This design comes from an exercise in tuning for small area, a short achievable clock period and few clock cycles on the open sky130 flow, not from production work. RTL that was checked went through simulation tests only; none was proved equivalent to the original. Power and IR drop assume default switching activity.

==> v2: inputs <==
==> flow/design.v (excerpt) <==
module rx_framer (
    input  wire        clk,
    input  wire        rst,           
    input  wire        cmd_valid,
    input  wire        cmd_step,      
    input  wire [7:0]  cmd_byte,      
    output wire        cmd_ready,
    output reg         idle,
    output reg  [8:0]  rx_count,
    output reg         ev_valid,
    output reg         ev_ok,
    output wire [95:0] ev_payload,    
    output wire [15:0] ev_rxck,
    output reg  [15:0] ev_ck
);
    localparam [2:0] P_IDLE = 3'd0,   
                     P_E1   = 3'd1,   
                     P_E2   = 3'd2,   
                     P_WAIT = 3'd3,   
                     P_F1   = 3'd5,   
                     P_FIN1 = 3'd6,   
                     P_FIN2 = 3'd7;   
    reg        byte_ok;               
    reg        step_ok;               
    assign cmd_ready = cmd_step ? step_ok : byte_ok;
    wire acc_byte = cmd_valid & ~cmd_step & byte_ok;
    wire acc_step = cmd_valid &  cmd_step & step_ok;
    reg  [8:0]  tail;                 
    reg  [8:0]  head;                 
    reg  [8:0]  sp;                   
    reg  [8:0]  rd;                   
    reg  [8:0]  tsnap;                
    reg  [8:0]  dd;                   
    reg  [7:0]  vmask;                
    reg  [39:0] brow;                 
    reg  [2:0]  pstate;
    reg  [2047:0] ring;               
    reg         wv;
    reg  [7:0]  wa;
    reg  [7:0]  wb;
    always @(posedge clk) begin
        if (rst) wv <= 1'b0;
        else     wv <= acc_byte;
        if (acc_byte) begin
            wa <= tail[7:0];
            wb <= cmd_byte;
        end
    end
    wire [255:0] wdec = {255'd0, wv} << wa;
    genvar g, r;
    generate
        for (g = 0; g < 256; g = g + 1) begin : g_wr
            always @(posedge clk)
  ...
Settings: LEC_CHECK=0, CAP_MARGIN=20, CORE_MARGIN=2, CORE_UTILIZATION=40, CTS_CLUSTER_DIAMETER=100, CTS_CLUSTER_SIZE=30, SETUP_SLACK_MARGIN=5, SLEW_MARGIN=20, SYNTH_HIERARCHICAL=1; clock period 10.0 ns.
run.sh (not shown) runs the stock make flow with config.mk's settings and CLKGATE_MAP_FILE= SYNTH_SCRIPT=/design/flow/synth_recipe.tcl, a recipe that flattens the netlist after the stock synthesis.
==> v39: changes against v2 <==
--- a/flow/design.v
+++ b/flow/design.v
@@ -15,41 +15,39 @@
 );
     localparam [2:0] P_IDLE = 3'd0,   
                      P_E1   = 3'd1,   
                      P_E2   = 3'd2,   
                      P_WAIT = 3'd3,   
                      P_F1   = 3'd5,   
                      P_FIN1 = 3'd6,   
                      P_FIN2 = 3'd7;   
-    reg        byte_ok;               
-    reg        step_ok;               
-    assign cmd_ready = cmd_step ? step_ok : byte_ok;
-    wire acc_byte = cmd_valid & ~cmd_step & byte_ok;
-    wire acc_step = cmd_valid &  cmd_step & step_ok;
+    reg        byte_no;               
+    reg        step_no;               
+    assign cmd_ready = ~(cmd_step ? step_no : byte_no);
+    wire acc_byte = cmd_valid & ~cmd_step & ~byte_no;
+    wire acc_step = cmd_valid &  cmd_step & ~step_no;
     reg  [8:0]  tail;                 
     reg  [8:0]  head;                 
     reg  [8:0]  sp;                   
     reg  [8:0]  rd;                   
     reg  [8:0]  tsnap;                
     reg  [8:0]  dd;                   
     reg  [7:0]  vmask;                
     reg  [39:0] brow;                 
     reg  [2:0]  pstate;
     reg  [2047:0] ring;               
     reg         wv;
     reg  [7:0]  wa;
     reg  [7:0]  wb;
     always @(posedge clk) begin
         if (rst) wv <= 1'b0;
         else     wv <= acc_byte;
-        if (acc_byte) begin
-            wa <= tail[7:0];
-            wb <= cmd_byte;
-        end
+        wa <= tail[7:0];
+        wb <= cmd_byte;
     end
     wire [255:0] wdec = {255'd0, wv} << wa;
     genvar g, r;
     generate
         for (g = 0; g < 256; g = g + 1) begin : g_wr
             always @(posedge clk)
                 if (wdec[g]) ring[8*g +: 8] <= wb;
         end
@@ -126,16 +124,21 @@
         ij = 4'd0;
         for (k = 14; k >= 1; k = k - 1)
             if (ffi[k]) ij = k[3:0];
     end
     wire        inner = |ffi;
     reg         ev_far;               
     reg  [8:0]  h_ij;                 
     wire [8:0]  h_fin = (match | ev_far) ? head + 9'd15 : h_ij;
+    always @(posedge clk) begin
+        ev_ck  <= ck;
+        ev_far <= ~inner;
+        h_ij   <= head + {5'd0, ij};
+    end
     reg  [8:0]  qs [0:3];
     reg  [1:0]  qwp, qrp;
     reg  [2:0]  qcnt;
     wire        pop    = (pstate == P_IDLE) & (qcnt != 3'd0);
     wire [8:0]  qhead  = qs[qrp];
     wire [8:0]  dd_q   = qhead - sp;
     always @(posedge clk)
         if (acc_step) qs[qwp] <= tail;
@@ -202,30 +205,30 @@
             head     <= 9'd0;
             sp       <= 9'd0;
             rd       <= 9'd0;
             brow     <= 40'd0;
             qwp      <= 2'd0;
             qrp      <= 2'd0;
             qcnt     <= 3'd0;
             pstate   <= P_IDLE;
-            byte_ok  <= 1'b1;
-            step_ok  <= 1'b1;
+            byte_no  <= 1'b0;
+            step_no  <= 1'b0;
             idle     <= 1'b1;
             rx_count <= 9'd0;
             ev_valid <= 1'b0;
             ev_ok    <= 1'b0;
         end else begin
             ev_valid <= 1'b0;
             if (acc_byte) tail <= tail + 9'd1;
             if (acc_step) qwp  <= qwp + 2'd1;
             if (pop)      qrp  <= qrp + 2'd1;
             qcnt     <= qcnt + {2'b0, acc_step} - {2'b0, pop};
-            step_ok  <= ~(((qcnt == 3'd4) | (qcnt == 3'd3 & acc_step)) & ~pop);
-            byte_ok  <= ~(occ[8] | (acc_byte & (&occ[7:0])));
+            step_no  <= ((qcnt == 3'd4) | (qcnt == 3'd3 & acc_step)) & ~pop;
+            byte_no  <= occ[8] | (acc_byte & (&occ[7:0]));
             idle     <= (pstate == P_IDLE) & (qcnt == 3'd0) & ~acc_step;
             rx_count <= acc_byte ? occ_inc : occ;
             if (sp_ld) sp <= sp_n;
             if (rd_ld) begin
                 rd   <= rd_n;
                 for (m = 0; m < 8; m = m + 1)
                     brow[5*m +: 5] <= (m < rd_n[2:0]) ? rd_n[7:3] + 5'd1 : rd_n[7:3];
             end
@@ -256,22 +259,17 @@
                             head <= tsnap;             
                         pstate <= P_IDLE;
                     end else begin
                         pstate <= P_E1;
                     end
                 end
                 P_WAIT: pstate <= P_E1;
                 P_F1: pstate <= P_FIN1;
-                P_FIN1: begin
-                    ev_ck  <= ck;
-                    ev_far <= ~inner;
-                    h_ij   <= head + {5'd0, ij};
-                    pstate <= P_FIN2;
-                end
+                P_FIN1: pstate <= P_FIN2;
                 P_FIN2: begin
                     ev_valid <= 1'b1;
                     ev_ok    <= match;
                     head     <= h_fin;
                     pstate   <= P_IDLE;
                 end
                 default: pstate <= P_IDLE;
             endcase
==> flow/flow/run.sh (new file) <==
#!/bin/bash
# Standard layout, with two changes to how timing is repaired:
# - the port buffers that buffer_ports inserts are plain buf_1 cells
#   (repair resizes the ones on critical paths);
# - repair_timing aims for 5.75 ns of setup slack (the design's period is
#   unchanged; the larger margin only makes the repair work harder).
# The make output goes to flow_make.log here; ORFS keeps each step's own
# log under orfs/logs/.
set -euo pipefail
bash standard.sh \
  "BUFFER_PORTS_ARGS=-buffer_cell sky130_fd_sc_hd__buf_1" \
  SETUP_SLACK_MARGIN=5.75 \
  finish > flow_make.log 2>&1
==> flow/standard.sh (new file) <==
#!/bin/bash
# synth_recipe.tcl (not shown) runs the flow's synth.tcl, then flattens the netlist and writes it again
# the make line also repeats each setting of config.mk as NAME=value (left out here)
make -C /OpenROAD-flow-scripts/flow DESIGN_CONFIG=/design/flow/config.mk WORK_HOME=/design/flow/orfs CLKGATE_MAP_FILE= SYNTH_SCRIPT=/design/flow/synth_recipe.tcl "${@:-finish}"
==> flow/config.mk (replaced) <==
export PLATFORM = sky130hd
export DESIGN_NAME = rx_framer
export DESIGN_NICKNAME = rx_framer
export VERILOG_FILES = /design/flow/design.v
export SDC_FILE = /design/flow/constraint.sdc
export NUM_CORES = 4
export LEC_CHECK = 0
export CAP_MARGIN = 20
export CORE_MARGIN = 2
export CORE_UTILIZATION = 60
export CTS_CLUSTER_DIAMETER = 70
export CTS_CLUSTER_SIZE = 28
export SETUP_SLACK_MARGIN = 5
export SLEW_MARGIN = 20
export SYNTH_HIERARCHICAL = 1
removed: flow/run.sh
==> comparison <==
v39 went through all stages and came out clean. v2 finished clean.
Between v39 and v2, the lower non-clock buffer count is in v2 (gap 2).
Sequential share of layout area: v39 is lower than v2 (0.18 points).
Of v39 and v2, v2 has the higher combinational power (gap about 10%, measured against v2).
Count of clock-buffer cells in the layout: v2 is lower than v39 (42).
In v2 the area after synthesis is larger than in v39, by about 0.5%.
Testbench counts of v39, summed over its fixed seeds: cycles 32,075.
Function not checked in v2: the RTL went through the layout flow alone.

==> re-timing with driven ports <==
In the flow no input, the clock included, has a driving cell. The finished layouts below were timed again as built, in two steps.
Step 1 (the two cells are an assumption about what drives the block):
set clk [get_ports {clk}]
set_driving_cell -lib_cell sky130_fd_sc_hd__clkbuf_16 $clk
set_driving_cell -lib_cell sky130_fd_sc_hd__buf_2 [delete_from_list [all_inputs] $clk]
Step 2, shift: input delay + t, output delay - t, t = (earliest + latest rising clock arrival at the registers) / 2. This alone moves slack from input paths to output paths.
a / b / c = no drivers / after step 1 / after step 2; a / b = the first two.
run	shift t [ns]	setup WS [ns]	slew at the worst register clock pin (ns)
v2	0.853	5.137 / 5.111 / 5.111	0.12 / 0.12
v39	0.865	5.599 / 5.547 / 5.547	0.10 / 0.10
After both steps setup and hold are still met in every run listed. For v39, which loses most, drivers alone change the setup slack by -0.052 ns; drivers and shift together by -0.052 ns.
